From an optimization exercise on the open Yosys and OpenROAD flow, aimed at small area, a short achievable clock period and few clock cycles per item; shortcuts taken in it are not production practice.
At most, simulation tests tie the RTL to the original design; equivalence was not proved.
The RTL of run 1 was laid out without a check of its function.
No activity file was given, so power comes from the tool's default toggle rates.

**flow/run.sh**
```bash
#!/bin/bash
# synth_recipe.tcl (not shown) runs the flow's synth.tcl, then flattens the netlist and writes it again
# the make line also repeats each setting of config.mk as NAME=value (left out here)
make -C /OpenROAD-flow-scripts/flow DESIGN_CONFIG=/design/flow/config.mk WORK_HOME=/design/flow/orfs CLKGATE_MAP_FILE= SYNTH_SCRIPT=/design/flow/synth_recipe.tcl finish
```
**flow/config.mk**
```make
export PLATFORM = sky130hd
export DESIGN_NAME = curve_tangler
export DESIGN_NICKNAME = curve_tangler
export VERILOG_FILES = /design/flow/design.v
export SDC_FILE = /design/flow/constraint.sdc
export NUM_CORES = 4
export LEC_CHECK = 0
export CAP_MARGIN = 20
export CORE_MARGIN = 2
export CORE_UTILIZATION = 30
export GPL_ROUTABILITY_DRIVEN = 1
export PLACE_DENSITY = 0.45
export SLEW_MARGIN = 20
```
**flow/constraint.sdc**
```tcl
create_clock -name core_clock -period 10.0 [get_ports {clk}]
set_input_delay 2.0000 -clock core_clock [delete_from_list [all_inputs] [get_ports {clk}]]
set_output_delay 2.0000 -clock core_clock [all_outputs]
set_load 0.01 [all_outputs]
```
**flow/design.v**
```verilog
module curve_tangler (
    input  wire        clk,
    input  wire        rst,         
    input  wire        cmd_valid,
    output wire        cmd_ready,
    input  wire [1:0]  cmd_op,
    input  wire [63:0] cmd_arg,
    output wire        rsp_valid,
    input  wire        rsp_ready,
    output wire [63:0] rsp_data
);
    reg  valid;
    assign cmd_ready = ~valid | rsp_ready;
    assign rsp_valid = valid;
    wire hil = cmd_op[1];
    wire det = cmd_op[0];
    wire [31:0] ex = cmd_arg[63:32];
    wire [31:0] ey = cmd_arg[31:0];
    wire [31:0] lm01, lm10, lv0, lv1;
    genvar k;
    generate for (k = 0; k < 32; k = k + 1) begin : g_leaf
        wire d = ex[k] ^ ey[k];
        wire a = cmd_arg[2*k+1];
        wire b = cmd_arg[2*k];
        assign lm01[k] = ~det & d;
        assign lm10[k] = ~det & ~d;
        assign lv0[k]  = det ? (a & b) : (d & ex[k]);
        assign lv1[k]  = det ? ~(a | b) : ~(d | ex[k]);
    end endgenerate
    wire [31:0] a_m01 = lm01, a_m10 = lm10, a_v0 = lv0, a_v1 = lv1;
    wire s0_c_1;
    assign s0_c_1 = a_v0[31];
    wire s0_p_2;
    assign s0_p_2 = a_v1[31];
    wire s0_c_3;
    assign s0_c_3 = (s0_c_1 ^ (a_m01[30] & s0_p_2) ^ a_v0[30]);
    wire s0_p_4;
    assign s0_p_4 = ((a_m10[30] & s0_c_1) ^ s0_p_2 ^ a_v1[30]);
    wire s0_c_5;
    assign s0_c_5 = (s0_c_3 ^ (a_m01[29] & s0_p_4) ^ a_v0[29]);
    wire s0_p_6;
    assign s0_p_6 = ((a_m10[29] & s0_c_3) ^ s0_p_4 ^ a_v1[29]);
    wire s0_c_7;
    assign s0_c_7 = (s0_c_5 ^ (a_m01[28] & s0_p_6) ^ a_v0[28]);
    wire s0_p_8;
    assign s0_p_8 = ((a_m10[28] & s0_c_5) ^ s0_p_6 ^ a_v1[28]);
    wire gm_9;
    assign gm_9 = ~((a_m01[26] & a_m10[27]));
    wire gm_10;
    assign gm_10 = (a_m01[27] ^ a_m01[26]);
    wire gm_11;
    assign gm_11 = (a_m10[26] ^ a_m10[27]);
    wire gm_12;
    assign gm_12 = ~((a_m10[26] & a_m01[27]));
    wire gm_13;
    assign gm_13 = (a_v0[27] ^ (a_m01[26] & a_v1[27]) ^ a_v0[26]);
    wire gm_14;
    assign gm_14 = ((a_m10[26] & a_v0[27]) ^ a_v1[27] ^ a_v1[26]);
    wire gm_15;
    assign gm_15 = ~((a_m01[24] & a_m10[25]));
    wire gm_16;
    assign gm_16 = (a_m01[25] ^ a_m01[24]);
    wire gm_17;
    assign gm_17 = (a_m10[24] ^ a_m10[25]);
    wire gm_18;
    assign gm_18 = ~((a_m10[24] & a_m01[25]));
    wire gm_19;
    assign gm_19 = (a_v0[25] ^ (a_m01[24] & a_v1[25]) ^ a_v0[24]);
    wire gm_20;
    assign gm_20 = ((a_m10[24] & a_v0[25]) ^ a_v1[25] ^ a_v1[24]);
    wire gm_21;
    assign gm_21 = ((gm_15 & gm_9) ^ (gm_16 & gm_11));
    wire gm_22;
    assign gm_22 = ((gm_15 & gm_10) ^ (gm_16 & gm_12));
    wire gm_23;
    assign gm_23 = ((gm_17 & gm_9) ^ (gm_18 & gm_11));
    wire gm_24;
    assign gm_24 = ((gm_17 & gm_10) ^ (gm_18 & gm_12));
    wire gm_25;
    assign gm_25 = ((gm_15 & gm_13) ^ (gm_16 & gm_14) ^ gm_19);
    wire gm_26;
    assign gm_26 = ((gm_17 & gm_13) ^ (gm_18 & gm_14) ^ gm_20);
    wire gm_27;
    assign gm_27 = ~((a_m01[22] & a_m10[23]));
    wire gm_28;
    assign gm_28 = (a_m01[23] ^ a_m01[22]);
    wire gm_29;
    assign gm_29 = (a_m10[22] ^ a_m10[23]);
    wire gm_30;
    assign gm_30 = ~((a_m10[22] & a_m01[23]));
    wire gm_31;
    assign gm_31 = (a_v0[23] ^ (a_m01[22] & a_v1[23]) ^ a_v0[22]);
    wire gm_32;
    assign gm_32 = ((a_m10[22] & a_v0[23]) ^ a_v1[23] ^ a_v1[22]);
    wire gm_33;
    assign gm_33 = ~((a_m01[20] & a_m10[21]));
    wire gm_34;
    assign gm_34 = (a_m01[21] ^ a_m01[20]);
    wire gm_35;
    assign gm_35 = (a_m10[20] ^ a_m10[21]);
    wire gm_36;
    assign gm_36 = ~((a_m10[20] & a_m01[21]));
    wire gm_37;
    assign gm_37 = (a_v0[21] ^ (a_m01[20] & a_v1[21]) ^ a_v0[20]);
    wire gm_38;
    assign gm_38 = ((a_m10[20] & a_v0[21]) ^ a_v1[21] ^ a_v1[20]);
    wire gm_39;
    assign gm_39 = ((gm_33 & gm_27) ^ (gm_34 & gm_29));
    wire gm_40;
    assign gm_40 = ((gm_33 & gm_28) ^ (gm_34 & gm_30));
    wire gm_41;
    assign gm_41 = ((gm_35 & gm_27) ^ (gm_36 & gm_29));
    wire gm_42;
    assign gm_42 = ((gm_35 & gm_28) ^ (gm_36 & gm_30));
    wire gm_43;
    assign gm_43 = ((gm_33 & gm_31) ^ (gm_34 & gm_32) ^ gm_37);
    wire gm_44;
    assign gm_44 = ((gm_35 & gm_31) ^ (gm_36 & gm_32) ^ gm_38);
    wire gm_45;
    assign gm_45 = ~((a_m01[18] & a_m10[19]));
    wire gm_46;
    assign gm_46 = (a_m01[19] ^ a_m01[18]);
    wire gm_47;
    assign gm_47 = (a_m10[18] ^ a_m10[19]);
    wire gm_48;
    assign gm_48 = ~((a_m10[18] & a_m01[19]));
    wire gm_49;
    assign gm_49 = (a_v0[19] ^ (a_m01[18] & a_v1[19]) ^ a_v0[18]);
    wire gm_50;
    assign gm_50 = ((a_m10[18] & a_v0[19]) ^ a_v1[19] ^ a_v1[18]);
    wire gm_51;
    assign gm_51 = ~((a_m01[16] & a_m10[17]));
    wire gm_52;
    assign gm_52 = (a_m01[17] ^ a_m01[16]);
    wire gm_53;
    assign gm_53 = (a_m10[16] ^ a_m10[17]);
    wire gm_54;
    assign gm_54 = ~((a_m10[16] & a_m01[17]));
    wire gm_55;
    assign gm_55 = (a_v0[17] ^ (a_m01[16] & a_v1[17]) ^ a_v0[16]);
    wire gm_56;
    assign gm_56 = ((a_m10[16] & a_v0[17]) ^ a_v1[17] ^ a_v1[16]);
    wire gm_57;
    assign gm_57 = ((gm_51 & gm_45) ^ (gm_52 & gm_47));
    wire gm_58;
    assign gm_58 = ((gm_51 & gm_46) ^ (gm_52 & gm_48));
    wire gm_59;
    assign gm_59 = ((gm_53 & gm_45) ^ (gm_54 & gm_47));
    wire gm_60;
    assign gm_60 = ((gm_53 & gm_46) ^ (gm_54 & gm_48));
    wire gm_61;
    assign gm_61 = ((gm_51 & gm_49) ^ (gm_52 & gm_50) ^ gm_55);
    wire gm_62;
    assign gm_62 = ((gm_53 & gm_49) ^ (gm_54 & gm_50) ^ gm_56);
    wire gm_63;
    assign gm_63 = ~((a_m01[14] & a_m10[15]));
    wire gm_64;
    assign gm_64 = (a_m01[15] ^ a_m01[14]);
    wire gm_65;
    assign gm_65 = (a_m10[14] ^ a_m10[15]);
    wire gm_66;
    assign gm_66 = ~((a_m10[14] & a_m01[15]));
    wire gm_67;
    assign gm_67 = (a_v0[15] ^ (a_m01[14] & a_v1[15]) ^ a_v0[14]);
    wire gm_68;
    assign gm_68 = ((a_m10[14] & a_v0[15]) ^ a_v1[15] ^ a_v1[14]);
    wire gm_69;
    assign gm_69 = ~((a_m01[12] & a_m10[13]));
    wire gm_70;
    assign gm_70 = (a_m01[13] ^ a_m01[12]);
    wire gm_71;
    assign gm_71 = (a_m10[12] ^ a_m10[13]);
    wire gm_72;
    assign gm_72 = ~((a_m10[12] & a_m01[13]));
    wire gm_73;
    assign gm_73 = (a_v0[13] ^ (a_m01[12] & a_v1[13]) ^ a_v0[12]);
    wire gm_74;
    assign gm_74 = ((a_m10[12] & a_v0[13]) ^ a_v1[13] ^ a_v1[12]);
    wire gm_75;
    assign gm_75 = ((gm_69 & gm_63) ^ (gm_70 & gm_65));
    wire gm_76;
    assign gm_76 = ((gm_69 & gm_64) ^ (gm_70 & gm_66));
    wire gm_77;
    assign gm_77 = ((gm_71 & gm_63) ^ (gm_72 & gm_65));
    wire gm_78;
    assign gm_78 = ((gm_71 & gm_64) ^ (gm_72 & gm_66));
    wire gm_79;
    assign gm_79 = ((gm_69 & gm_67) ^ (gm_70 & gm_68) ^ gm_73);
    wire gm_80;
    assign gm_80 = ((gm_71 & gm_67) ^ (gm_72 & gm_68) ^ gm_74);
    wire gm_81;
    assign gm_81 = ~((a_m01[10] & a_m10[11]));
    wire gm_82;
    assign gm_82 = (a_m01[11] ^ a_m01[10]);
    wire gm_83;
    assign gm_83 = (a_m10[10] ^ a_m10[11]);
    wire gm_84;
    assign gm_84 = ~((a_m10[10] & a_m01[11]));
    wire gm_85;
    assign gm_85 = (a_v0[11] ^ (a_m01[10] & a_v1[11]) ^ a_v0[10]);
    wire gm_86;
    assign gm_86 = ((a_m10[10] & a_v0[11]) ^ a_v1[11] ^ a_v1[10]);
    wire gm_87;
    assign gm_87 = ~((a_m01[8] & a_m10[9]));
    wire gm_88;
    assign gm_88 = (a_m01[9] ^ a_m01[8]);
    wire gm_89;
    assign gm_89 = (a_m10[8] ^ a_m10[9]);
    wire gm_90;
    assign gm_90 = ~((a_m10[8] & a_m01[9]));
    wire gm_91;
    assign gm_91 = (a_v0[9] ^ (a_m01[8] & a_v1[9]) ^ a_v0[8]);
    wire gm_92;
    assign gm_92 = ((a_m10[8] & a_v0[9]) ^ a_v1[9] ^ a_v1[8]);
    wire gm_93;
    assign gm_93 = ((gm_87 & gm_81) ^ (gm_88 & gm_83));
    wire gm_94;
    assign gm_94 = ((gm_87 & gm_82) ^ (gm_88 & gm_84));
    wire gm_95;
    assign gm_95 = ((gm_89 & gm_81) ^ (gm_90 & gm_83));
    wire gm_96;
    assign gm_96 = ((gm_89 & gm_82) ^ (gm_90 & gm_84));
    wire gm_97;
    assign gm_97 = ((gm_87 & gm_85) ^ (gm_88 & gm_86) ^ gm_91);
    wire gm_98;
    assign gm_98 = ((gm_89 & gm_85) ^ (gm_90 & gm_86) ^ gm_92);
    wire gm_99;
    assign gm_99 = ~((a_m01[6] & a_m10[7]));
    wire gm_100;
    assign gm_100 = (a_m01[7] ^ a_m01[6]);
    wire gm_101;
    assign gm_101 = (a_m10[6] ^ a_m10[7]);
    wire gm_102;
    assign gm_102 = ~((a_m10[6] & a_m01[7]));
    wire gm_103;
    assign gm_103 = (a_v0[7] ^ (a_m01[6] & a_v1[7]) ^ a_v0[6]);
    wire gm_104;
    assign gm_104 = ((a_m10[6] & a_v0[7]) ^ a_v1[7] ^ a_v1[6]);
    wire gm_105;
    assign gm_105 = ~((a_m01[4] & a_m10[5]));
    wire gm_106;
    assign gm_106 = (a_m01[5] ^ a_m01[4]);
    wire gm_107;
    assign gm_107 = (a_m10[4] ^ a_m10[5]);
    wire gm_108;
    assign gm_108 = ~((a_m10[4] & a_m01[5]));
    wire gm_109;
    assign gm_109 = (a_v0[5] ^ (a_m01[4] & a_v1[5]) ^ a_v0[4]);
    wire gm_110;
    assign gm_110 = ((a_m10[4] & a_v0[5]) ^ a_v1[5] ^ a_v1[4]);
    wire gm_111;
    assign gm_111 = ((gm_105 & gm_99) ^ (gm_106 & gm_101));
    wire gm_112;
    assign gm_112 = ((gm_105 & gm_100) ^ (gm_106 & gm_102));
    wire gm_113;
    assign gm_113 = ((gm_107 & gm_99) ^ (gm_108 & gm_101));
    wire gm_114;
    assign gm_114 = ((gm_107 & gm_100) ^ (gm_108 & gm_102));
    wire gm_115;
    assign gm_115 = ((gm_105 & gm_103) ^ (gm_106 & gm_104) ^ gm_109);
    wire gm_116;
    assign gm_116 = ((gm_107 & gm_103) ^ (gm_108 & gm_104) ^ gm_110);
    wire gm_117;
    assign gm_117 = ~((a_m01[2] & a_m10[3]));
    wire gm_118;
    assign gm_118 = (a_m01[3] ^ a_m01[2]);
    wire gm_119;
    assign gm_119 = (a_m10[2] ^ a_m10[3]);
    wire gm_120;
    assign gm_120 = ~((a_m10[2] & a_m01[3]));
    wire gm_121;
    assign gm_121 = (a_v0[3] ^ (a_m01[2] & a_v1[3]) ^ a_v0[2]);
    wire gm_122;
    assign gm_122 = ((a_m10[2] & a_v0[3]) ^ a_v1[3] ^ a_v1[2]);
    wire gm_123;
    assign gm_123 = ~((a_m01[0] & a_m10[1]));
    wire gm_124;
    assign gm_124 = (a_m01[1] ^ a_m01[0]);
    wire gm_125;
    assign gm_125 = (a_m10[0] ^ a_m10[1]);
    wire gm_126;
    assign gm_126 = ~((a_m10[0] & a_m01[1]));
    wire gm_127;
    assign gm_127 = (a_v0[1] ^ (a_m01[0] & a_v1[1]) ^ a_v0[0]);
    wire gm_128;
    assign gm_128 = ((a_m10[0] & a_v0[1]) ^ a_v1[1] ^ a_v1[0]);
    wire gm_129;
    assign gm_129 = ((gm_123 & gm_117) ^ (gm_124 & gm_119));
    wire gm_130;
    assign gm_130 = ((gm_123 & gm_118) ^ (gm_124 & gm_120));
    wire gm_131;
    assign gm_131 = ((gm_125 & gm_117) ^ (gm_126 & gm_119));
    wire gm_132;
    assign gm_132 = ((gm_125 & gm_118) ^ (gm_126 & gm_120));
    wire gm_133;
    assign gm_133 = ((gm_123 & gm_121) ^ (gm_124 & gm_122) ^ gm_127);
    wire gm_134;
    assign gm_134 = ((gm_125 & gm_121) ^ (gm_126 & gm_122) ^ gm_128);
    wire skc_135;
    assign skc_135 = ((gm_21 & s0_c_7) ^ (gm_22 & s0_p_8) ^ gm_25);
    wire skp_136;
    assign skp_136 = ((gm_23 & s0_c_7) ^ (gm_24 & s0_p_8) ^ gm_26);
    wire sk_137;
    assign sk_137 = ((gm_57 & gm_39) ^ (gm_58 & gm_41));
    wire sk_138;
    assign sk_138 = ((gm_57 & gm_40) ^ (gm_58 & gm_42));
    wire sk_139;
    assign sk_139 = ((gm_59 & gm_39) ^ (gm_60 & gm_41));
    wire sk_140;
    assign sk_140 = ((gm_59 & gm_40) ^ (gm_60 & gm_42));
    wire sk_141;
    assign sk_141 = ((gm_57 & gm_43) ^ (gm_58 & gm_44) ^ gm_61);
    wire sk_142;
    assign sk_142 = ((gm_59 & gm_43) ^ (gm_60 & gm_44) ^ gm_62);
    wire sk_143;
    assign sk_143 = ((gm_93 & gm_75) ^ (gm_94 & gm_77));
    wire sk_144;
    assign sk_144 = ((gm_93 & gm_76) ^ (gm_94 & gm_78));
    wire sk_145;
    assign sk_145 = ((gm_95 & gm_75) ^ (gm_96 & gm_77));
    wire sk_146;
    assign sk_146 = ((gm_95 & gm_76) ^ (gm_96 & gm_78));
    wire sk_147;
    assign sk_147 = ((gm_93 & gm_79) ^ (gm_94 & gm_80) ^ gm_97);
    wire sk_148;
    assign sk_148 = ((gm_95 & gm_79) ^ (gm_96 & gm_80) ^ gm_98);
    wire sk_149;
    assign sk_149 = ((gm_129 & gm_111) ^ (gm_130 & gm_113));
    wire sk_150;
    assign sk_150 = ((gm_129 & gm_112) ^ (gm_130 & gm_114));
    wire sk_151;
    assign sk_151 = ((gm_131 & gm_111) ^ (gm_132 & gm_113));
    wire sk_152;
    assign sk_152 = ((gm_131 & gm_112) ^ (gm_132 & gm_114));
    wire sk_153;
    assign sk_153 = ((gm_129 & gm_115) ^ (gm_130 & gm_116) ^ gm_133);
    wire sk_154;
    assign sk_154 = ((gm_131 & gm_115) ^ (gm_132 & gm_116) ^ gm_134);
    wire skc_155;
    assign skc_155 = ((gm_39 & skc_135) ^ (gm_40 & skp_136) ^ gm_43);
    wire skp_156;
    assign skp_156 = ((gm_41 & skc_135) ^ (gm_42 & skp_136) ^ gm_44);
    wire skc_157;
    assign skc_157 = ((sk_137 & skc_135) ^ (sk_138 & skp_136) ^ sk_141);
    wire skp_158;
    assign skp_158 = ((sk_139 & skc_135) ^ (sk_140 & skp_136) ^ sk_142);
    wire sk_159;
    assign sk_159 = ((gm_111 & sk_143) ^ (gm_112 & sk_145));
    wire sk_160;
    assign sk_160 = ((gm_111 & sk_144) ^ (gm_112 & sk_146));
    wire sk_161;
    assign sk_161 = ((gm_113 & sk_143) ^ (gm_114 & sk_145));
    wire sk_162;
    assign sk_162 = ((gm_113 & sk_144) ^ (gm_114 & sk_146));
    wire sk_163;
    assign sk_163 = ((gm_111 & sk_147) ^ (gm_112 & sk_148) ^ gm_115);
    wire sk_164;
    assign sk_164 = ((gm_113 & sk_147) ^ (gm_114 & sk_148) ^ gm_116);
    wire sk_165;
    assign sk_165 = ((sk_149 & sk_143) ^ (sk_150 & sk_145));
    wire sk_166;
    assign sk_166 = ((sk_149 & sk_144) ^ (sk_150 & sk_146));
    wire sk_167;
    assign sk_167 = ((sk_151 & sk_143) ^ (sk_152 & sk_145));
    wire sk_168;
    assign sk_168 = ((sk_151 & sk_144) ^ (sk_152 & sk_146));
    wire sk_169;
    assign sk_169 = ((sk_149 & sk_147) ^ (sk_150 & sk_148) ^ sk_153);
    wire sk_170;
    assign sk_170 = ((sk_151 & sk_147) ^ (sk_152 & sk_148) ^ sk_154);
    wire skc_171;
    assign skc_171 = ((gm_75 & skc_157) ^ (gm_76 & skp_158) ^ gm_79);
    wire skp_172;
    assign skp_172 = ((gm_77 & skc_157) ^ (gm_78 & skp_158) ^ gm_80);
    wire skc_173;
    assign skc_173 = ((sk_143 & skc_157) ^ (sk_144 & skp_158) ^ sk_147);
    wire skp_174;
    assign skp_174 = ((sk_145 & skc_157) ^ (sk_146 & skp_158) ^ sk_148);
    wire skc_175;
    assign skc_175 = ((sk_159 & skc_157) ^ (sk_160 & skp_158) ^ sk_163);
    wire skp_176;
    assign skp_176 = ((sk_161 & skc_157) ^ (sk_162 & skp_158) ^ sk_164);
    wire skc_177;
    assign skc_177 = ((sk_165 & skc_157) ^ (sk_166 & skp_158) ^ sk_169);
    wire skp_178;
    assign skp_178 = ((sk_167 & skc_157) ^ (sk_168 & skp_158) ^ sk_170);
    reg  [1:0]  r_op;
    reg  [63:0] r_arg;
    reg  [13:0] r_gs;
    wire [13:0] n_gs;
    assign n_gs[0] = s0_c_7;
    assign n_gs[1] = s0_p_8;
    assign n_gs[2] = skc_135;
    assign n_gs[3] = skp_136;
    assign n_gs[4] = skc_155;
    assign n_gs[5] = skp_156;
    assign n_gs[6] = skc_157;
    assign n_gs[7] = skp_158;
    assign n_gs[8] = skc_171;
    assign n_gs[9] = skp_172;
    assign n_gs[10] = skc_173;
    assign n_gs[11] = skp_174;
    assign n_gs[12] = skc_175;
    assign n_gs[13] = skp_176;
    always @(posedge clk) begin
        if (rst)
            valid <= 1'b0;
        else if (cmd_ready)
            valid <= cmd_valid;
        if (cmd_ready) begin
            r_op  <= cmd_op;
            r_arg <= cmd_arg;
            r_gs  <= n_gs;
        end
    end
    wire [31:0] b_m01, b_m10, b_v0, b_v1;
    wire rdet = r_op[0];
    wire rhil = r_op[1];
    wire [31:0] rx = r_arg[63:32];
    wire [31:0] ry = r_arg[31:0];
    generate for (k = 0; k < 32; k = k + 1) begin : g_leafb
        wire d = rx[k] ^ ry[k];
        wire a = r_arg[2*k+1];
        wire b = r_arg[2*k];
        assign b_m01[k] = ~rdet & d;
        assign b_m10[k] = ~rdet & ~d;
        assign b_v0[k]  = rdet ? (a & b) : (d & rx[k]);
        assign b_v1[k]  = rdet ? ~(a | b) : ~(d | rx[k]);
    end endgenerate
    wire [31:0] sc, sp;    
    assign sc[31] = 1'b0;
    assign sp[31] = 1'b0;
    wire wkc_179;
    assign wkc_179 = b_v0[31];
    wire wkp_180;
    assign wkp_180 = b_v1[31];
    assign sc[30] = wkc_179;
    assign sp[30] = wkp_180;
    wire wkc_181;
    assign wkc_181 = (wkc_179 ^ (b_m01[30] & wkp_180) ^ b_v0[30]);
    wire wkp_182;
    assign wkp_182 = ((b_m10[30] & wkc_179) ^ wkp_180 ^ b_v1[30]);
    assign sc[29] = wkc_181;
    assign sp[29] = wkp_182;
    wire wkc_183;
    assign wkc_183 = (wkc_181 ^ (b_m01[29] & wkp_182) ^ b_v0[29]);
    wire wkp_184;
    assign wkp_184 = ((b_m10[29] & wkc_181) ^ wkp_182 ^ b_v1[29]);
    assign sc[28] = wkc_183;
    assign sp[28] = wkp_184;
    assign sc[27] = r_gs[0];
    assign sp[27] = r_gs[1];
    wire wkc_185;
    assign wkc_185 = (r_gs[0] ^ (b_m01[27] & r_gs[1]) ^ b_v0[27]);
    wire wkp_186;
    assign wkp_186 = ((b_m10[27] & r_gs[0]) ^ r_gs[1] ^ b_v1[27]);
    assign sc[26] = wkc_185;
    assign sp[26] = wkp_186;
    wire wkc_187;
    assign wkc_187 = (wkc_185 ^ (b_m01[26] & wkp_186) ^ b_v0[26]);
    wire wkp_188;
    assign wkp_188 = ((b_m10[26] & wkc_185) ^ wkp_186 ^ b_v1[26]);
    assign sc[25] = wkc_187;
    assign sp[25] = wkp_188;
    wire wkc_189;
    assign wkc_189 = (wkc_187 ^ (b_m01[25] & wkp_188) ^ b_v0[25]);
    wire wkp_190;
    assign wkp_190 = ((b_m10[25] & wkc_187) ^ wkp_188 ^ b_v1[25]);
    assign sc[24] = wkc_189;
    assign sp[24] = wkp_190;
    assign sc[23] = r_gs[2];
    assign sp[23] = r_gs[3];
    wire wkc_191;
    assign wkc_191 = (r_gs[2] ^ (b_m01[23] & r_gs[3]) ^ b_v0[23]);
    wire wkp_192;
    assign wkp_192 = ((b_m10[23] & r_gs[2]) ^ r_gs[3] ^ b_v1[23]);
    assign sc[22] = wkc_191;
    assign sp[22] = wkp_192;
    wire wkc_193;
    assign wkc_193 = (wkc_191 ^ (b_m01[22] & wkp_192) ^ b_v0[22]);
    wire wkp_194;
    assign wkp_194 = ((b_m10[22] & wkc_191) ^ wkp_192 ^ b_v1[22]);
    assign sc[21] = wkc_193;
    assign sp[21] = wkp_194;
    wire wkc_195;
    assign wkc_195 = (wkc_193 ^ (b_m01[21] & wkp_194) ^ b_v0[21]);
    wire wkp_196;
    assign wkp_196 = ((b_m10[21] & wkc_193) ^ wkp_194 ^ b_v1[21]);
    assign sc[20] = wkc_195;
    assign sp[20] = wkp_196;
    assign sc[19] = r_gs[4];
    assign sp[19] = r_gs[5];
    wire wkc_197;
    assign wkc_197 = (r_gs[4] ^ (b_m01[19] & r_gs[5]) ^ b_v0[19]);
    wire wkp_198;
    assign wkp_198 = ((b_m10[19] & r_gs[4]) ^ r_gs[5] ^ b_v1[19]);
    assign sc[18] = wkc_197;
    assign sp[18] = wkp_198;
    wire wkc_199;
    assign wkc_199 = (wkc_197 ^ (b_m01[18] & wkp_198) ^ b_v0[18]);
    wire wkp_200;
    assign wkp_200 = ((b_m10[18] & wkc_197) ^ wkp_198 ^ b_v1[18]);
    assign sc[17] = wkc_199;
    assign sp[17] = wkp_200;
    wire wkc_201;
    assign wkc_201 = (wkc_199 ^ (b_m01[17] & wkp_200) ^ b_v0[17]);
    wire wkp_202;
    assign wkp_202 = ((b_m10[17] & wkc_199) ^ wkp_200 ^ b_v1[17]);
    assign sc[16] = wkc_201;
    assign sp[16] = wkp_202;
    assign sc[15] = r_gs[6];
    assign sp[15] = r_gs[7];
    wire wkc_203;
    assign wkc_203 = (r_gs[6] ^ (b_m01[15] & r_gs[7]) ^ b_v0[15]);
    wire wkp_204;
    assign wkp_204 = ((b_m10[15] & r_gs[6]) ^ r_gs[7] ^ b_v1[15]);
    assign sc[14] = wkc_203;
    assign sp[14] = wkp_204;
    wire wkc_205;
    assign wkc_205 = (wkc_203 ^ (b_m01[14] & wkp_204) ^ b_v0[14]);
    wire wkp_206;
    assign wkp_206 = ((b_m10[14] & wkc_203) ^ wkp_204 ^ b_v1[14]);
    assign sc[13] = wkc_205;
    assign sp[13] = wkp_206;
    wire wkc_207;
    assign wkc_207 = (wkc_205 ^ (b_m01[13] & wkp_206) ^ b_v0[13]);
    wire wkp_208;
    assign wkp_208 = ((b_m10[13] & wkc_205) ^ wkp_206 ^ b_v1[13]);
    assign sc[12] = wkc_207;
    assign sp[12] = wkp_208;
    assign sc[11] = r_gs[8];
    assign sp[11] = r_gs[9];
    wire wkc_209;
    assign wkc_209 = (r_gs[8] ^ (b_m01[11] & r_gs[9]) ^ b_v0[11]);
    wire wkp_210;
    assign wkp_210 = ((b_m10[11] & r_gs[8]) ^ r_gs[9] ^ b_v1[11]);
    assign sc[10] = wkc_209;
    assign sp[10] = wkp_210;
    wire wkc_211;
    assign wkc_211 = (wkc_209 ^ (b_m01[10] & wkp_210) ^ b_v0[10]);
    wire wkp_212;
    assign wkp_212 = ((b_m10[10] & wkc_209) ^ wkp_210 ^ b_v1[10]);
    assign sc[9] = wkc_211;
    assign sp[9] = wkp_212;
    wire wkc_213;
    assign wkc_213 = (wkc_211 ^ (b_m01[9] & wkp_212) ^ b_v0[9]);
    wire wkp_214;
    assign wkp_214 = ((b_m10[9] & wkc_211) ^ wkp_212 ^ b_v1[9]);
    assign sc[8] = wkc_213;
    assign sp[8] = wkp_214;
    assign sc[7] = r_gs[10];
    assign sp[7] = r_gs[11];
    wire wkc_215;
    assign wkc_215 = (r_gs[10] ^ (b_m01[7] & r_gs[11]) ^ b_v0[7]);
    wire wkp_216;
    assign wkp_216 = ((b_m10[7] & r_gs[10]) ^ r_gs[11] ^ b_v1[7]);
    assign sc[6] = wkc_215;
    assign sp[6] = wkp_216;
    wire wkc_217;
    assign wkc_217 = (wkc_215 ^ (b_m01[6] & wkp_216) ^ b_v0[6]);
    wire wkp_218;
    assign wkp_218 = ((b_m10[6] & wkc_215) ^ wkp_216 ^ b_v1[6]);
    assign sc[5] = wkc_217;
    assign sp[5] = wkp_218;
    wire wkc_219;
    assign wkc_219 = (wkc_217 ^ (b_m01[5] & wkp_218) ^ b_v0[5]);
    wire wkp_220;
    assign wkp_220 = ((b_m10[5] & wkc_217) ^ wkp_218 ^ b_v1[5]);
    assign sc[4] = wkc_219;
    assign sp[4] = wkp_220;
    assign sc[3] = r_gs[12];
    assign sp[3] = r_gs[13];
    wire wkc_221;
    assign wkc_221 = (r_gs[12] ^ (b_m01[3] & r_gs[13]) ^ b_v0[3]);
    wire wkp_222;
    assign wkp_222 = ((b_m10[3] & r_gs[12]) ^ r_gs[13] ^ b_v1[3]);
    assign sc[2] = wkc_221;
    assign sp[2] = wkp_222;
    wire wkc_223;
    assign wkc_223 = (wkc_221 ^ (b_m01[2] & wkp_222) ^ b_v0[2]);
    wire wkp_224;
    assign wkp_224 = ((b_m10[2] & wkc_221) ^ wkp_222 ^ b_v1[2]);
    assign sc[1] = wkc_223;
    assign sp[1] = wkp_224;
    wire wkc_225;
    assign wkc_225 = (wkc_223 ^ (b_m01[1] & wkp_224) ^ b_v0[1]);
    wire wkp_226;
    assign wkp_226 = ((b_m10[1] & wkc_223) ^ wkp_224 ^ b_v1[1]);
    assign sc[0] = wkc_225;
    assign sp[0] = wkp_226;
    wire [63:0] nxt;
    wire [31:0] ent_hi, ent_lo, det_hi, det_lo;
    generate for (k = 0; k < 32; k = k + 1) begin : g_out
        wire x = rx[k];
        wire y = ry[k];
        wire d = x ^ y;
        wire a = r_arg[2*k+1];
        wire b = r_arg[2*k];
        wire hx = a ^ sc[k] ^ (b & (sc[k] ^ sp[k]));
        assign ent_hi[k] = r_op[1] ? (x ^ (d ? sp[k] : sc[k])) : y;
        assign ent_lo[k] = r_op[1] ? d : x;
        assign det_hi[k] = r_op[1] ? hx : b;
        assign det_lo[k] = r_op[1] ? (hx ^ b) : a;
    end endgenerate
    assign nxt[0] = r_op[0] ? det_lo[0] : ent_lo[0];
    assign nxt[1] = r_op[0] ? det_lo[1] : ent_hi[0];
    assign nxt[2] = r_op[0] ? det_lo[2] : ent_lo[1];
    assign nxt[3] = r_op[0] ? det_lo[3] : ent_hi[1];
    assign nxt[4] = r_op[0] ? det_lo[4] : ent_lo[2];
    assign nxt[5] = r_op[0] ? det_lo[5] : ent_hi[2];
    assign nxt[6] = r_op[0] ? det_lo[6] : ent_lo[3];
    assign nxt[7] = r_op[0] ? det_lo[7] : ent_hi[3];
    assign nxt[8] = r_op[0] ? det_lo[8] : ent_lo[4];
    assign nxt[9] = r_op[0] ? det_lo[9] : ent_hi[4];
    assign nxt[10] = r_op[0] ? det_lo[10] : ent_lo[5];
    assign nxt[11] = r_op[0] ? det_lo[11] : ent_hi[5];
    assign nxt[12] = r_op[0] ? det_lo[12] : ent_lo[6];
    assign nxt[13] = r_op[0] ? det_lo[13] : ent_hi[6];
    assign nxt[14] = r_op[0] ? det_lo[14] : ent_lo[7];
    assign nxt[15] = r_op[0] ? det_lo[15] : ent_hi[7];
    assign nxt[16] = r_op[0] ? det_lo[16] : ent_lo[8];
    assign nxt[17] = r_op[0] ? det_lo[17] : ent_hi[8];
    assign nxt[18] = r_op[0] ? det_lo[18] : ent_lo[9];
    assign nxt[19] = r_op[0] ? det_lo[19] : ent_hi[9];
    assign nxt[20] = r_op[0] ? det_lo[20] : ent_lo[10];
    assign nxt[21] = r_op[0] ? det_lo[21] : ent_hi[10];
    assign nxt[22] = r_op[0] ? det_lo[22] : ent_lo[11];
    assign nxt[23] = r_op[0] ? det_lo[23] : ent_hi[11];
    assign nxt[24] = r_op[0] ? det_lo[24] : ent_lo[12];
    assign nxt[25] = r_op[0] ? det_lo[25] : ent_hi[12];
    assign nxt[26] = r_op[0] ? det_lo[26] : ent_lo[13];
    assign nxt[27] = r_op[0] ? det_lo[27] : ent_hi[13];
    assign nxt[28] = r_op[0] ? det_lo[28] : ent_lo[14];
    assign nxt[29] = r_op[0] ? det_lo[29] : ent_hi[14];
    assign nxt[30] = r_op[0] ? det_lo[30] : ent_lo[15];
    assign nxt[31] = r_op[0] ? det_lo[31] : ent_hi[15];
    assign nxt[32] = r_op[0] ? det_hi[0] : ent_lo[16];
    assign nxt[33] = r_op[0] ? det_hi[1] : ent_hi[16];
    assign nxt[34] = r_op[0] ? det_hi[2] : ent_lo[17];
    assign nxt[35] = r_op[0] ? det_hi[3] : ent_hi[17];
    assign nxt[36] = r_op[0] ? det_hi[4] : ent_lo[18];
    assign nxt[37] = r_op[0] ? det_hi[5] : ent_hi[18];
    assign nxt[38] = r_op[0] ? det_hi[6] : ent_lo[19];
    assign nxt[39] = r_op[0] ? det_hi[7] : ent_hi[19];
    assign nxt[40] = r_op[0] ? det_hi[8] : ent_lo[20];
    assign nxt[41] = r_op[0] ? det_hi[9] : ent_hi[20];
    assign nxt[42] = r_op[0] ? det_hi[10] : ent_lo[21];
    assign nxt[43] = r_op[0] ? det_hi[11] : ent_hi[21];
    assign nxt[44] = r_op[0] ? det_hi[12] : ent_lo[22];
    assign nxt[45] = r_op[0] ? det_hi[13] : ent_hi[22];
    assign nxt[46] = r_op[0] ? det_hi[14] : ent_lo[23];
    assign nxt[47] = r_op[0] ? det_hi[15] : ent_hi[23];
    assign nxt[48] = r_op[0] ? det_hi[16] : ent_lo[24];
    assign nxt[49] = r_op[0] ? det_hi[17] : ent_hi[24];
    assign nxt[50] = r_op[0] ? det_hi[18] : ent_lo[25];
    assign nxt[51] = r_op[0] ? det_hi[19] : ent_hi[25];
    assign nxt[52] = r_op[0] ? det_hi[20] : ent_lo[26];
    assign nxt[53] = r_op[0] ? det_hi[21] : ent_hi[26];
    assign nxt[54] = r_op[0] ? det_hi[22] : ent_lo[27];
    assign nxt[55] = r_op[0] ? det_hi[23] : ent_hi[27];
    assign nxt[56] = r_op[0] ? det_hi[24] : ent_lo[28];
    assign nxt[57] = r_op[0] ? det_hi[25] : ent_hi[28];
    assign nxt[58] = r_op[0] ? det_hi[26] : ent_lo[29];
    assign nxt[59] = r_op[0] ? det_hi[27] : ent_hi[29];
    assign nxt[60] = r_op[0] ? det_hi[28] : ent_lo[30];
    assign nxt[61] = r_op[0] ? det_hi[29] : ent_hi[30];
    assign nxt[62] = r_op[0] ? det_hi[30] : ent_lo[31];
    assign nxt[63] = r_op[0] ? det_hi[31] : ent_hi[31];
    assign rsp_data = nxt;
endmodule
```
==> results of run 1 <==
[power groups by stage]
| stage | combinational [uW] | clock, uW | sequential, uW |
|---|---|---|---|
| 6_report | 2260 | 357 | 577 |
| 3_5_place_dp | 2270 | 0 | 583 |
| 4_1_cts | 2280 | 368 | 576 |
| 2_1_floorplan | 1720 | 0 | 512 |
| 5_1_grt | 2500 | 381 | 586 |
| 3_3_place_gp | 2250 | 0 | 582 |
[routing by layer]
metal | GRT usage [%] | vias up | wire length [um]
li1 | - | 5934 | -
met1 | 26.6 | 5509 | 21400
met2 | 29.3 | 234 | 19400
met3 | 1.83 | 16 | 1550
met4 | 2.92 | 0 | 323
met5 | 0 | - | 0
[worst reg2reg max path: stages (launching register included)]
cell and delay, ns:
dfxtp_1 0.33, nand2b_4 0.25, buf_4 0.69
[kinds of logic (layout without fill, tap and decap cells)]
| family | count (synthesis) | count (layout) | synth area share (%) |
|---|---|---|---|
| AO/OA/AOI/OAI | 399 | 399 | 17.7 |
| buffers and inverters | 223 | 291 | 6.39 |
| XOR/XNOR | 340 | 340 | 24.6 |
| multiplexers | 72 | 72 | 6.54 |
| adder cells (fa/ha/maj) | 103 | 103 | 9.73 |
| AND/OR/NAND/NOR | 480 | 480 | 16.7 |
| flip-flops | 81 | 81 | 18.3 |
[state kept, by name, indices dropped and copies added, names as in the netlist]
| register | flops |
|---|---|
| valid | 1 |
| r_gs | 14 |
| r_op | 2 |
| r_arg | 64 |
[cell type report]
cell class / instances / area, um^2
clock buffers: 9 / 225
clock inverters: 7 / 92.6
fillers: 4605 / 28000
inverters: 132 / 495
multi-input cells: 1394 / 9990
flip-flops and latches: 81 / 2420
well taps: 585 / 732
repair buffers: 143 / 1430
[per-stage QoR]
step	utilization [%]	hold slack, ns	cells	setup slack (ns)	total power [uW]
floorplan	-	2.07	1698	3.96	2230
global placement	34.7	0.742	2335	3.57	2840
detailed placement	34.7	0.749	2335	3.51	2850
CTS	35.5	0.764	2351	3.13	3220
global route	35.5	0.790	2351	2.70	3460
finish	35.5	0.735	2351	3.13	3190
[layout by cell type (no fill, tap or decap), drive strengths merged, types with 6 or more instances in the layout]
cell	Yosys	final
buf	19	9
clkinv	4	6
nand3	36	36
nand2	163	163
o211ai	11	11
xor2	95	95
o21a	8	8
a311o	6	6
xnor2	226	226
edfxtp	80	80
o211a	7	7
nor3	39	39
or3	6	6
o22ai	11	11
ha	103	103
clkbuf	72	9
nand2b	25	25
a211oi	23	23
mux4	11	11
xnor3	18	18
o21ai	157	157
inv	128	130
mux2	6	6
a21oi	120	120
nor3b	11	11
mux2i	55	55
nor2	129	129
a31oi	13	13
and2	17	17
clkdlybuf4s50	0	134
nor2b	34	34
[path summary, 6_finish.rpt]
| path | start | slack [ns] | cells past startpoint | to |
|---|---|---|---|---|
| max | r_op[0]$_DFFE_PP_ | 3.13 | 15 | rsp_data[16] |
| min | valid$_SDFFE_PP0P_ | 0.73 | 2 | valid$_SDFFE_PP0P_ |
| max reg2reg | valid$_SDFFE_PP0P_ | 8.29 | 2 | r_arg[30]$_DFFE_PP_ |
| min reg2reg | valid$_SDFFE_PP0P_ | 0.73 | 2 | valid$_SDFFE_PP0P_ |
[synthesized netlist by cell type, types with 34 or more instances]
cell type,instances
a21oi_1,120
clkbuf_1,72
edfxtp_1,80
ha_1,103
inv_1,128
mux2i_1,55
nand2_1,163
nand3_1,36
nor2_1,129
nor2b_1,34
nor3_1,38
o21ai_0,149
xnor2_1,223
xor2_1,95
==> summary.txt, run 1 <==
Status
  • Status: timing/DRC/antenna clean

Global routing
  • Initial antenna violation count: 0
  • Congestion Overflow GR: 0
  • Maximum number of pins on one net before global-route repair: 158
  • Total Routing Usage GR: 18.2%
  • Vias in the first global route: between 10000 and 15000
  • First-pass GRT wire length: around 65 mm

Floorplanning
  • Core area: 43400 um^2
  • Die Y: 214 um
  • Die width: between 200 and 250 um
  • Initial Utilization: between 30% and 40%
  • I/O pin count: 136
  • Row count: 76
  • Die area: between 40000 and 50000 um^2

Routing
  • DR iter-0 viols: 669
  • Wire per inst: 18.1 um
  • DRT Pass-1 Iters: 5
  • Total number of vias: 11700
  • Via-to-Cell Ratio: 4.97
  • Post-route antenna net violation count: 0
  • Final WL: 42.7 mm
  • DR DRC count: 0

Yosys
  • Count of different cell masters after synthesis: 66
  • Main area contributors after synthesis: edfxtp_1 18%, xnor2_1 15%, ha_1 9.7%, xor2_1 6.3%, o21ai_0 5.6%
  • Syn Nets: 1871
  • Seq/Total Area, Yosys: 18.3%
  • Synth async-reset ratio: 0%
  • Average size of a mapped cell: 7.80 um^2
  • Yosys top cell area share: 18.1%
  • Synth Warn #: 1
  • Synth Instances: 1698
  • Post-synth EDFFs: 80
  • Largest area contributor in the netlist: edfxtp_1
  • Flops & latches, synth: 81
  • Mapped Area: between 10000 and 15000 um^2
  • Synth Flop Type: edfxtp_1

Setup path
  • Crit path required time: 8.00 ns
  • Most frequent cell on the critical path: xor2_1
  • Slowest Stage Delay on Critical Path: ~0.94 ns
  • CP Cell Sequence: buf_12 > buf_4 > o21ai_0 > o21ai_0 > xor2_1 > xor2_1 > nand2_1 > xor2_1 > a21oi_1 > xor2_1 > nor2b_1 > o21ai_1 > xnor2_1 > a21oi_1 > clkdlybuf4s50_1
  • Worst EP arrival: 4.87 ns
  • Slowest cell on crit path: edfxtp_1
  • Crit path max fanout: 68
  • Delay-heaviest family, CP: XOR/XNOR gates
  • Crit path capture type: output pin
  • Startpoint Class: flop
  • CP Buf/Inv Count: 3
  • Critical setup path kind: reg2out

Final layout
  • Area Growth Syn to Fin: 16.1%
  • Layout cell share with drive strength beyond 1: 3.06%
  • Post-route cell area: 15400 um^2
  • Antenna diodes: 0
  • Post-layout nets: 1934

STA
  • Least-Margin Pin Slew: 0.896 ns
  • Final hold vios: 0
  • Endpoints failing setup: 0
  • TNS Setup: 0 ns
  • Max Slew Vio Count: 0
  • RSZ-0062 raised after global routing: false
  • Fmax: roughly 150 MHz
  • Slew headroom: 40.3%
  • Final Critical Period: about 6.9 ns
  • Fin Clk Skew: between 0.009 and 0.01 ns
  • Period utilization: 68.7%

CTS
  • Clock latency on the worst-skew pair: 0.35 ns
  • Post-cts gate resize count: 0
  • CTS H-tree lvls: 3
  • # hold bufs at CTS: 0
  • Clock buffer count from CTS: 9
  • CTS tree: done
  • Post-CTS Setup Bufs: 0
  • # clock sinks: 81
  • CTS max path bufs: 2
  • Clock transition at path regs: 0.06 ns
  • CTS root buf: clkbuf_16

Placement
  • Area post-placement: 15100 um^2
  • Placer Congestion: 0.833
  • Number of I/O port buffers: 135
  • Detailed Place HPWL: 34.3 mm

Pwr
  • Switch share: 45.1%
  • Total internal power: between 1500 and 2000 uW
  • Clock share of power: 11.2%
  • Flop pwr share: 18.1%
  • Logic pwr share: 70.7%
  • P_sw: between 1000 and 1500 uW
  • P_leak: 0.00624 uW
  • VDD IR max: 116 uV
  • Power Dens Cells: 208 nW/um^2

Run
  • Number of max-cap violations: 0

Hold path
  • Hold WC Path Type: reg2reg
==> run 2, diff against run 1 <==
--- a/flow/design.v
+++ b/flow/design.v
@@ -14,6 +14,7 @@
     assign rsp_valid = valid;
     wire hil = cmd_op[1];
     wire det = cmd_op[0];
+    wire nhil = ~hil;
     wire [31:0] ex = cmd_arg[63:32];
     wire [31:0] ey = cmd_arg[31:0];
     wire [31:0] lm01, lm10, lv0, lv1;
@@ -22,16 +23,16 @@
         wire d = ex[k] ^ ey[k];
         wire a = cmd_arg[2*k+1];
         wire b = cmd_arg[2*k];
-        assign lm01[k] = ~det & d;
-        assign lm10[k] = ~det & ~d;
-        assign lv0[k]  = det ? (a & b) : (d & ex[k]);
-        assign lv1[k]  = det ? ~(a | b) : ~(d | ex[k]);
+        assign lm01[k] = hil & ~det & d;
+        assign lm10[k] = hil & ~det & ~d;
+        assign lv0[k]  = hil & (det ? (a & b) : (d & ex[k]));
+        assign lv1[k]  = hil & (det ? ~(a | b) : ~(d | ex[k]));
     end endgenerate
     wire [31:0] a_m01 = lm01, a_m10 = lm10, a_v0 = lv0, a_v1 = lv1;
     wire s0_c_1;
-    assign s0_c_1 = a_v0[31];
+    assign s0_c_1 = ((a_m01[31] & nhil) ^ a_v0[31]);
     wire s0_p_2;
-    assign s0_p_2 = a_v1[31];
+    assign s0_p_2 = (nhil ^ a_v1[31]);
     wire s0_c_3;
     assign s0_c_3 = (s0_c_1 ^ (a_m01[30] & s0_p_2) ^ a_v0[30]);
     wire s0_p_4;
@@ -422,18 +423,18 @@
         wire d = rx[k] ^ ry[k];
         wire a = r_arg[2*k+1];
         wire b = r_arg[2*k];
-        assign b_m01[k] = ~rdet & d;
-        assign b_m10[k] = ~rdet & ~d;
-        assign b_v0[k]  = rdet ? (a & b) : (d & rx[k]);
-        assign b_v1[k]  = rdet ? ~(a | b) : ~(d | rx[k]);
+        assign b_m01[k] = rhil & ~rdet & d;
+        assign b_m10[k] = rhil & ~rdet & ~d;
+        assign b_v0[k]  = rhil & (rdet ? (a & b) : (d & rx[k]));
+        assign b_v1[k]  = rhil & (rdet ? ~(a | b) : ~(d | rx[k]));
     end endgenerate
     wire [31:0] sc, sp;    
     assign sc[31] = 1'b0;
-    assign sp[31] = 1'b0;
+    assign sp[31] = ~rhil;
     wire wkc_179;
-    assign wkc_179 = b_v0[31];
+    assign wkc_179 = ((b_m01[31] & ~rhil) ^ b_v0[31]);
     wire wkp_180;
-    assign wkp_180 = b_v1[31];
+    assign wkp_180 = (~rhil ^ b_v1[31]);
     assign sc[30] = wkc_179;
     assign sp[30] = wkp_180;
     wire wkc_181;
@@ -597,10 +598,10 @@
         wire a = r_arg[2*k+1];
         wire b = r_arg[2*k];
         wire hx = a ^ sc[k] ^ (b & (sc[k] ^ sp[k]));
-        assign ent_hi[k] = r_op[1] ? (x ^ (d ? sp[k] : sc[k])) : y;
+        assign ent_hi[k] = x ^ (d ? sp[k] : sc[k]);
         assign ent_lo[k] = r_op[1] ? d : x;
         assign det_hi[k] = r_op[1] ? hx : b;
-        assign det_lo[k] = r_op[1] ? (hx ^ b) : a;
+        assign det_lo[k] = hx ^ b;
     end endgenerate
     assign nxt[0] = r_op[0] ? det_lo[0] : ent_lo[0];
     assign nxt[1] = r_op[0] ? det_lo[1] : ent_hi[0];
--- a/flow/config.mk
+++ b/flow/config.mk
@@ -5,9 +5,12 @@
 export SDC_FILE = /design/flow/constraint.sdc
 export NUM_CORES = 4
 export LEC_CHECK = 0
+export ABC_CLOCK_PERIOD_IN_PS = 4500
 export CAP_MARGIN = 20
 export CORE_MARGIN = 2
-export CORE_UTILIZATION = 30
+export CORE_UTILIZATION = 40
 export GPL_ROUTABILITY_DRIVEN = 1
-export PLACE_DENSITY = 0.45
+export GPL_TIMING_DRIVEN = 1
+export PLACE_DENSITY = 0.6
+export SETUP_SLACK_MARGIN = 5
 export SLEW_MARGIN = 20
==> run 2 against run 1 <==
  * Maximum frequency increased by 15%
  * Still clean
  * Flip-flop and latch count unchanged
  * Critical path depth increased by 2
  * Combinational power increased by 19%
  * Synthesized area decreased by 3.1%
==> summary.txt, run 2 <==
Final layout
  • Most common cell after layout, fill and taps aside: nand2_1
  • Post-layout nets: 2096 (+8.4%)
  • Layout cell share with drive strength beyond 1: 31.9% (+29 points)
  • Most frequent cells in the layout: 177 x nand2_1, 175 x buf_4, 157 x xnor2_1
  • Antenna diodes: 0 (unchanged)
  • Largest register by flop count: r_arg
  • Area of the multi-input gates: 11300 um^2 (+13%)
  • Area Growth Syn to Fin: 44.1%
  • Largest regs: r_arg x64, r_gs x14, r_op x2
  • Register area: 2420 um^2 (unchanged)
  • Fillers: 2722 (-41%)
  • Finished Layout Cells: 2331 (-0.85%)
  • Max FFs per register: 64 (unchanged)

CTS
  • CTS tree: done
  • Clock latency on the worst-skew pair: 0.35 ns (about the same)
  • Clock transition at path regs: 0.06 ns (about the same)
  • CTS max path bufs: 2 (unchanged)
  • Clock buffer count from CTS: 9 (unchanged)
  • # hold bufs at CTS: 0 (unchanged)
  • CTS root buf: clkbuf_16
  • # clock sinks: 81 (unchanged)
  • CTS H-tree lvls: 3 (unchanged)

Routing
  • Wire per inst: 20.4 um (+12%)
  • Total number of vias: 13300 (+14%)
  • DR iter-0 viols: 1084 (+62%)
  • Post-route antenna net violation count: 0 (unchanged)
  • Final WL: 47.5 mm (+11%)
  • DR DRC count: 0 (unchanged)
  • DRT Pass-1 Iters: 5 (unchanged)
  • Via-to-Cell Ratio: 5.71 (+15%)

Yosys
  • Largest area contributor in the netlist: edfxtp_1
  • Flops & latches, synth: 81 (unchanged)
  • Synth Instances: 1631 (-3.9%)
  • Main area contributors after synthesis: edfxtp_1 19%, xnor2_1 14%, ha_1 9.9%, nand2_1 5.5%, xor2_1 5.0%
  • Most numerous cell in the Yosys netlist: xnor2_1
  • Mapped Area: 12800 um^2 (-3.1%)
  • Count of different cell masters after synthesis: 70 (+6.1%)
  • Syn Nets: 1803 (-3.6%)
  • Yosys top cell area share: 18.7% (+0.59 points)
  • Synth Flop Type: edfxtp_1
  • Post-synth EDFFs: 80 (unchanged)
  • Average size of a mapped cell: 7.87 um^2 (+0.84%)
  • Synth async-reset ratio: 0% (unchanged)
  • Synth Warn #: 1 (unchanged)
  • Seq/Total Area, Yosys: 18.9% (+0.59 points)
  • Synth cell count leaders: 212 x xnor2_1, 189 x nand2_1, 142 x inv_1

Setup path
  • Worst reg2reg setup slack: 8.34 ns (+0.05 ns)
  • Crit path max fanout: 4 (-94%)
  • Worst setup path startpoint: r_arg[11]$_DFFE_PP_
  • Crit path capture type: output pin
  • Crit path required time: 8.00 ns (about the same)
  • Slowest Stage Delay on Critical Path: 0.43 ns (-0.51 ns)
  • R2r endpoint: r_arg[59]$_DFFE_PP_
  • Worst setup path end: rsp_data[40]
  • CP Depth: 17 (+2)
  • Startpoint Class: flop
  • Critical setup path kind: reg2out
  • RR Startpoint: valid$_SDFFE_PP0P_
  • CP Buf/Inv Count: 3 (unchanged)
  • Delay-heaviest family, CP: XOR/XNOR gates
  • Slowest cell on crit path: edfxtp_1
  • Worst EP arrival: 3.97 ns (-0.90 ns)
  • Worst reg2reg path depth: 2 (unchanged)
  • CP Cell Sequence: inv_4 > ha_4 > nor2b_4 > xor2_1 > o211ai_1 > xor2_2 > o21a_1 > o211ai_1 > xnor2_1 > or4_1 > o311ai_2 > xor2_1 > buf_4 > a21oi_1 > xnor2_1 > a21oi_2 > clkdlybuf4s15_2

Floorplanning
  • Initial Utilization: 40.7% (+10 points)
  • Core area: 31600 um^2 (-27%)
  • Die area: 33500 um^2 (-27%)
  • Die width: 183 um (-14%)
  • I/O pin count: 136 (unchanged)
  • Die Y: 183 um (-14%)
  • Row count: 65 (-14%)

STA
  • Fmax: 167 MHz (+15%)
  • Final hold vios: 0 (unchanged)
  • Final Critical Period: 5.97 ns (-0.896 ns)
  • Slew headroom: 36.5% (-3.8 points)
  • Fin Clk Skew: 0.00663 ns (-0.00280 ns)
  • Least-Margin Pin Slew: 0.953 ns (+0.0573 ns)
  • Period utilization: 59.7% (-9.0 points)
  • TNS Setup: 0 ns (unchanged)
  • Endpoints failing setup: 0 (unchanged)
  • Max Slew Vio Count: 0 (unchanged)
  • RSZ-0062 raised after global routing: true

Pwr
  • VDD IR max: 122 uV (+5.1%)
  • Power Dens Cells: 193 nW/um^2 (-6.8%)
  • P_leak: 0.00798 uW (+28%)

Global routing
  • Vias in the first global route: 12600 (+15%)
  • Maximum number of pins on one net before global-route repair: 72 (-54%)
  • Congestion Overflow GR: 0 (unchanged)
  • Initial antenna violation count: 1 (+1)
  • First-pass GRT wire length: 71.4 mm (+9.1%)
  • Total Routing Usage GR: 27.3% (+9.1 points)

Placement
  • Detailed Place HPWL: 31.4 mm (-8.5%)
  • Number of I/O port buffers: 135 (unchanged)
  • Placed Instances: 2099 (-10%)
  • Placer Congestion: 0.906 (+8.8%)

Status
  • Status: timing/DRC/antenna clean

Hold path
  • Hold WC Path Type: reg2reg
  • Worst hold stages: 2 (unchanged)

Run
  • Number of max-cap violations: 0 (unchanged)
[run 2: metal layers]
| metal | GRT usage, % | up-vias | share of wire [%] |
|---|---|---|---|
| met5 | 0 | - | 0 |
| met4 | 9.09 | 0 | 3.4 |
| met3 | 2.90 | 102 | 6.3 |
| met2 | 46.4 | 522 | 48 |
| met1 | 36.3 | 6449 | 42 |
| li1 | - | 6245 | - |
[run 2: where the power goes]
part / switching (uW) / internal, uW
clock network: 138 / 218
registers: 96.2 / 449
logic: 1290 / 1390
total: 1520 / 2060
[run 2: layout make-up]
type                            count  share of cell area [%]
Multi-Input combinational cell   1328                    61.2
Tap cell                          402                    2.72
Clock buffer                        9                    1.22
Timing Repair Buffer              360                    18.2
Sequential cell                    81                    13.1
Clock inverter                      7                   0.501
Inverter                          144                    3.07
[run 2: worst reg2reg max path: stages (launching register included)]
cell and delay, ns:
dfxtp_1 0.33, nand2b_4 0.16, buf_4 0.72
[run 2: through the flow]
stage | worst slack [ns] | area (um^2) | hold slack [ns] | utilization [%] | total power (uW)
after floorplan | 4.80 | 13400 | 1.56 | - | 1890
after global placement | 3.37 | 15000 | 0.616 | 47.4 | 2430
after detailed placement | 3.19 | 15000 | 0.626 | 47.4 | 2450
after CTS | 4.11 | 17600 | 0.633 | 55.7 | 3270
after global routing | 3.83 | 18500 | 0.668 | 58.6 | 3770
final | 4.03 | 18500 | 0.622 | 58.6 | 3580
[run 2: timing repair]
item / CTS / global route
endpoints found under the setup margin: 70 / 67
resized for setup: 429 / 197
hold endpoints to repair: 0 / 0
pin swaps: 147 / 86
buffers inserted: 161 / 42
cloned: 13 / 0
[run 2: worst min path at each step]
stage                        from                 end  slack (ns)
2_1_floorplan  valid$_SDFFE_PP0P_  valid$_SDFFE_PP0P_        1.56
3_3_place_gp   valid$_SDFFE_PP0P_  valid$_SDFFE_PP0P_        0.62
3_5_place_dp   valid$_SDFFE_PP0P_  valid$_SDFFE_PP0P_        0.63
4_1_cts        valid$_SDFFE_PP0P_  valid$_SDFFE_PP0P_        0.63
5_1_grt        valid$_SDFFE_PP0P_  r_arg[5]$_DFFE_PP_        0.67
6_report       valid$_SDFFE_PP0P_  valid$_SDFFE_PP0P_        0.62
[run 2: cell families (layout without fill, tap and decap cells)]
group	Yosys count	after routing	synth area share (%)
simple gates	454	454	16.7
compound gates	405	405	20.2
xor+xnor	297	297	21.5
buf+inv	222	520	6.57
fa+ha+maj	102	102	9.95
flops	81	81	18.9
mux	70	70	6.29
Testbench counts of run 2, summed over its fixed seeds: cycles 8,008, items 8,000.
==> run 3, diff against run 2 <==
--- a/flow/config.mk
+++ b/flow/config.mk
@@ -5,7 +5,7 @@
 export SDC_FILE = /design/flow/constraint.sdc
 export NUM_CORES = 4
 export LEC_CHECK = 0
-export ABC_CLOCK_PERIOD_IN_PS = 4500
+export ABC_AREA = 1
 export CAP_MARGIN = 20
 export CORE_MARGIN = 2
 export CORE_UTILIZATION = 40
==> run 3 against run 2 <==
  * Still clean
  * Global-route usage increased by 0.69 points
  * Critical path depth decreased by 4
  * Non-clock buffer count decreased by 114
  * Flip-flop and latch count unchanged
  * Die area decreased by 1.3%
  * Via count increased by 2.2%
  * Total power decreased by 21%
  * Routed wire length increased by 2.5%
  * Worst hold slack improved by 0.21 ns
  * Synthesized cell count increased by 15%
  * Clock skew increased by 0.0016 ns
  * Largest power group unchanged
==> summary.txt, run 3 <==
Routing
  • Post-route antenna net violation count: 0 (unchanged)
  • DR DRC count: 0 (unchanged)
  • Wire per inst: 19.6 um (-4.0%)
  • DRT Pass-1 Iters: 6 (+1)
  • DR iter-0 viols: 1172 (+8.1%)
  • Final WL: 48.7 mm (+2.5%)
  • Total number of vias: 13600 (+2.2%)
  • Via-to-Cell Ratio: 5.47 (-4.3%)

Final layout
  • Most frequent cells in the layout: 418 x nand2_1, 287 x inv_1, 103 x xor2_1
  • Largest register by flop count: r_arg
  • Most common cell after layout, fill and taps aside: nand2_1
  • Area Growth Syn to Fin: 35.3%
  • Post-route cell area: 17100 um^2 (-7.3%)
  • Largest regs: r_arg x64, r_gs x14, r_op x2
  • Layout cell share with drive strength beyond 1: 26.7% (-5.1 points)
  • Post-layout nets: 2254 (+7.5%)
  • Max FFs per register: 64 (unchanged)

Placement
  • Detailed Place HPWL: 33.7 mm (+7.1%)
  • Dpl ws: 3.42 ns (+0.231 ns)
  • Area post-placement: 14300 um^2 (-4.5%)
  • Placer Congestion: 0.909 (+0.41%)
  • Number of I/O port buffers: 135 (unchanged)

Floorplanning
  • Die Y: 182 um (-0.66%)
  • Initial Utilization: 40.3% (-0.34 points)
  • Die width: 182 um (-0.66%)
  • Row count: 65 (unchanged)
  • Die area: 33100 um^2 (-1.3%)
  • Core area: 31400 um^2 (-0.52%)
  • I/O pin count: 136 (unchanged)

Yosys
  • Most numerous cell in the Yosys netlist: nand2_1
  • Flops & latches, synth: 81 (unchanged)
  • Largest area contributor in the netlist: edfxtp_1
  • Average size of a mapped cell: 6.77 um^2 (-14%)
  • Post-synth EDFFs: 80 (unchanged)
  • Synth Instances: 1870 (+15%)
  • Count of different cell masters after synthesis: 50 (-29%)
  • Synth Flop Type: edfxtp_1
  • Mapped Area: 12700 um^2 (-1.3%)
  • Seq/Total Area, Yosys: 19.1% (+0.26 points)
  • Yosys top cell area share: 19.0% (+0.25 points)
  • Synth Warn #: 1 (unchanged)
  • Syn Nets: 2042 (+13%)
  • Synth cell count leaders: 475 x nand2_1, 313 x inv_1, 149 x xor2_1
  • Synth async-reset ratio: 0% (unchanged)
  • Main area contributors after synthesis: edfxtp_1 19%, nand2_1 14%, xor2_1 10%, ha_1 10%, inv_1 9.3%

Setup path
  • Worst reg2reg setup slack: 8.18 ns (-0.16 ns)
  • R2r endpoint: r_arg[6]$_DFFE_PP_
  • Worst reg2reg path depth: 3 (+1)
  • Worst setup path startpoint: r_op[0]$_DFFE_PP_
  • Startpoint Class: flop
  • Crit path required time: 8.00 ns (about the same)
  • Worst setup path end: rsp_data[56]
  • Crit path max fanout: 16 (+12)
  • RR Startpoint: valid$_SDFFE_PP0P_
  • Worst EP arrival: 3.59 ns (-0.38 ns)
  • Critical setup path kind: reg2out
  • Crit path capture type: output pin

Pwr
  • Total power: 2840 uW (-21%)
  • Logic pwr share: 70.1% (-4.7 points)
  • Flop pwr share: 18.0% (+2.8 points)
  • Clock share of power: 11.9% (+1.9 points)
  • P_leak: 0.00847 uW (+6.1%)
  • Total internal power: 1450 uW (-29%)
  • Switch share: 48.9% (+6.3 points)
  • VDD IR max: 99.7 uV (-18%)
  • Power Dens Cells: 166 nW/um^2 (-14%)
  • P_sw: 1390 uW (-8.9%)

Status
  • Status: timing/DRC/antenna clean

STA
  • RSZ-0062 raised after global routing: true
  • Max Slew Vio Count: 0 (unchanged)
  • Period utilization: 55.9% (-3.9 points)
  • Fmax: 179 MHz (+6.9%)
  • Final WS setup: 4.41 ns (+0.385 ns)
  • Fin Clk Skew: 0.00823 ns (+0.00159 ns)
  • Slew headroom: 39.7% (+3.2 points)
  • Final Critical Period: 5.59 ns (-0.385 ns)
  • TNS Setup: 0 ns (unchanged)
  • Least-Margin Pin Slew: 0.904 ns (-0.0497 ns)
  • Final hold vios: 0 (unchanged)
  • Endpoints failing setup: 0 (unchanged)

CTS
  • Clock latency on the worst-skew pair: 0.35 ns (about the same)
  • CTS tree: done
  • CTS H-tree lvls: 3 (unchanged)
  • CTS root buf: clkbuf_16
  • # hold bufs at CTS: 0 (unchanged)
  • CTS max path bufs: 2 (unchanged)
  • # clock sinks: 81 (unchanged)
  • Clock buffer count from CTS: 9 (unchanged)
  • Clock transition at path regs: 0.07 ns (about the same)

Hold path
  • Hold WC Path Type: reg2reg

Global routing
  • First-pass GRT wire length: 71.8 mm (+0.52%)
  • Initial antenna violation count: 0 (-1)
  • Total Routing Usage GR: 28.0% (+0.69 points)
  • Maximum number of pins on one net before global-route repair: 70 (-2.8%)
  • Vias in the first global route: 12800 (+1.2%)
  • Congestion Overflow GR: 0 (unchanged)

Run
  • Number of max-cap violations: 0 (unchanged)
## run 3: changes by cell type after synthesis, moves of 51 or more
| cell | previous run | this run |
|---|---|---|
| xnor2_1 | 212 | 67 |
| mux2i_1 | 57 | 6 |
| nand2_1 | 189 | 475 |
| inv_1 | 142 | 313 |
| nand3_1 | 22 | 116 |
| xor2_1 | 73 | 149 |
## run 3: cells by family after synthesis
family / count (synthesis) / share of synthesized area (%)
AOI/OAI and AO/OA: 284 / 15.5
xor gates and xnor gates: 219 / 15.3
adders and majority gates: 102 / 10.1
buffers and inverters: 382 / 12.2
DFF: 81 / 19.1
muxes: 6 / 0.474
and+or+nand+nor: 796 / 27.3
## run 3: worst min-delay path by stage
| stage | end | slack, ns | cells after the start | start |
|---|---|---|---|---|
| floorplan | valid$_SDFFE_PP0P_ | 1.12 | 2 | valid$_SDFFE_PP0P_ |
| global placement | valid$_SDFFE_PP0P_ | 0.71 | 2 | valid$_SDFFE_PP0P_ |
| detailed placement | valid$_SDFFE_PP0P_ | 0.73 | 2 | valid$_SDFFE_PP0P_ |
| CTS | valid$_SDFFE_PP0P_ | 0.85 | 3 | valid$_SDFFE_PP0P_ |
| global route | valid$_SDFFE_PP0P_ | 0.87 | 3 | valid$_SDFFE_PP0P_ |
| finish | valid$_SDFFE_PP0P_ | 0.83 | 3 | valid$_SDFFE_PP0P_ |
## run 3: area by class of cell
| class | count | area, um^2 |
|---|---|---|
| clock buffer | 10 | 229 |
| fill | 2948 | 14300 |
| multi-input combinational | 1411 | 10300 |
| clock inverter | 5 | 56.3 |
| antenna | 1 | 2.50 |
| sequential | 81 | 2420 |
| inverter | 332 | 1310 |
| tap | 402 | 503 |
| timing repair inverter | 1 | 8.76 |
| timing repair buffer | 246 | 2350 |
## run 3: timing repair
item / 4_1_cts / 5_1_grt
endpoints found under the hold margin: 0 / 0
endpoints found under the setup margin: 74 / 66
gates cloned: 10 / 3
buffers inserted: 60 / 34
resized for setup: 353 / 356
pin swaps: 74 / 108
## run 3: power groups by stage
stage,Combinational [uW],Sequential [uW],Clock (uW)
floorplan,1060,476,0
global placement,1510,504,0
detailed placement,1520,504,0
CTS,1700,501,340
global route,2160,516,356
finish,1990,510,339
## run 3: worst max-delay path: stages (launching register included)
cell and delay (ns):
edfxtp_1 0.46, buf_8 0.17, buf_12 0.12, buf_4 0.12, nor2_2 0.68, nand2_1 0.21, xor2_2 0.24, xor2_1 0.19
xor2_1 0.27, o21ai_2 0.12, xor2_2 0.19, buf_4 0.14, o211ai_1 0.16, buf_2 0.16
## run 3: routing by layer
metal / global-route usage, % / part of all wire (%) / vias to the layer above
li1: - / - / 6476
met1: 36.7 / 43 / 6461
met2: 47.3 / 47 / 557
met3: 3.19 / 6.2 / 113
met4: 10.6 / 3.9 / 0
met5: 0 / 0 / -
## run 3: through the flow
stage | utilization (%) | hold slack, ns | instances
final | 54.6 | 0.832 | 2489
after global routing | 54.6 | 0.871 | 2488
after CTS | 50.9 | 0.851 | 2451
after detailed placement | 45.6 | 0.728 | 2366
after global placement | 45.6 | 0.712 | 2366
after floorplan | - | 1.12 | 1870

-- re-timing with driven ports --
No port has a modelled driver above. Below, the same layouts with a new extraction and two added sets of constraints.
Step 1 sets driving cells, clkbuf_16 on the clock port and buf_2 on the other inputs (assumed; they add their load-dependent delay and slew).
Step 2 moves the port delays by t, midway between the first and last clock arrival at a register: inputs arrive t later, outputs are due t later. That takes back most of the time a late clock gives input paths.
Three values: ideal, step 1, step 2; two values: the first two.
| run | t (ns) | setup WS [ns] | worst slew at a driven data input, ns |
|---|---|---|---|
| run 1 | 0.393 | 3.130 / 3.082 / 3.474 | 0.04 |
| run 2 | 0.397 | 4.026 / 3.974 / 4.086 | 0.08 |
| run 3 | 0.396 | 4.411 / 4.361 / 4.757 | 0.06 |
After both steps setup and hold are still met in every run listed.
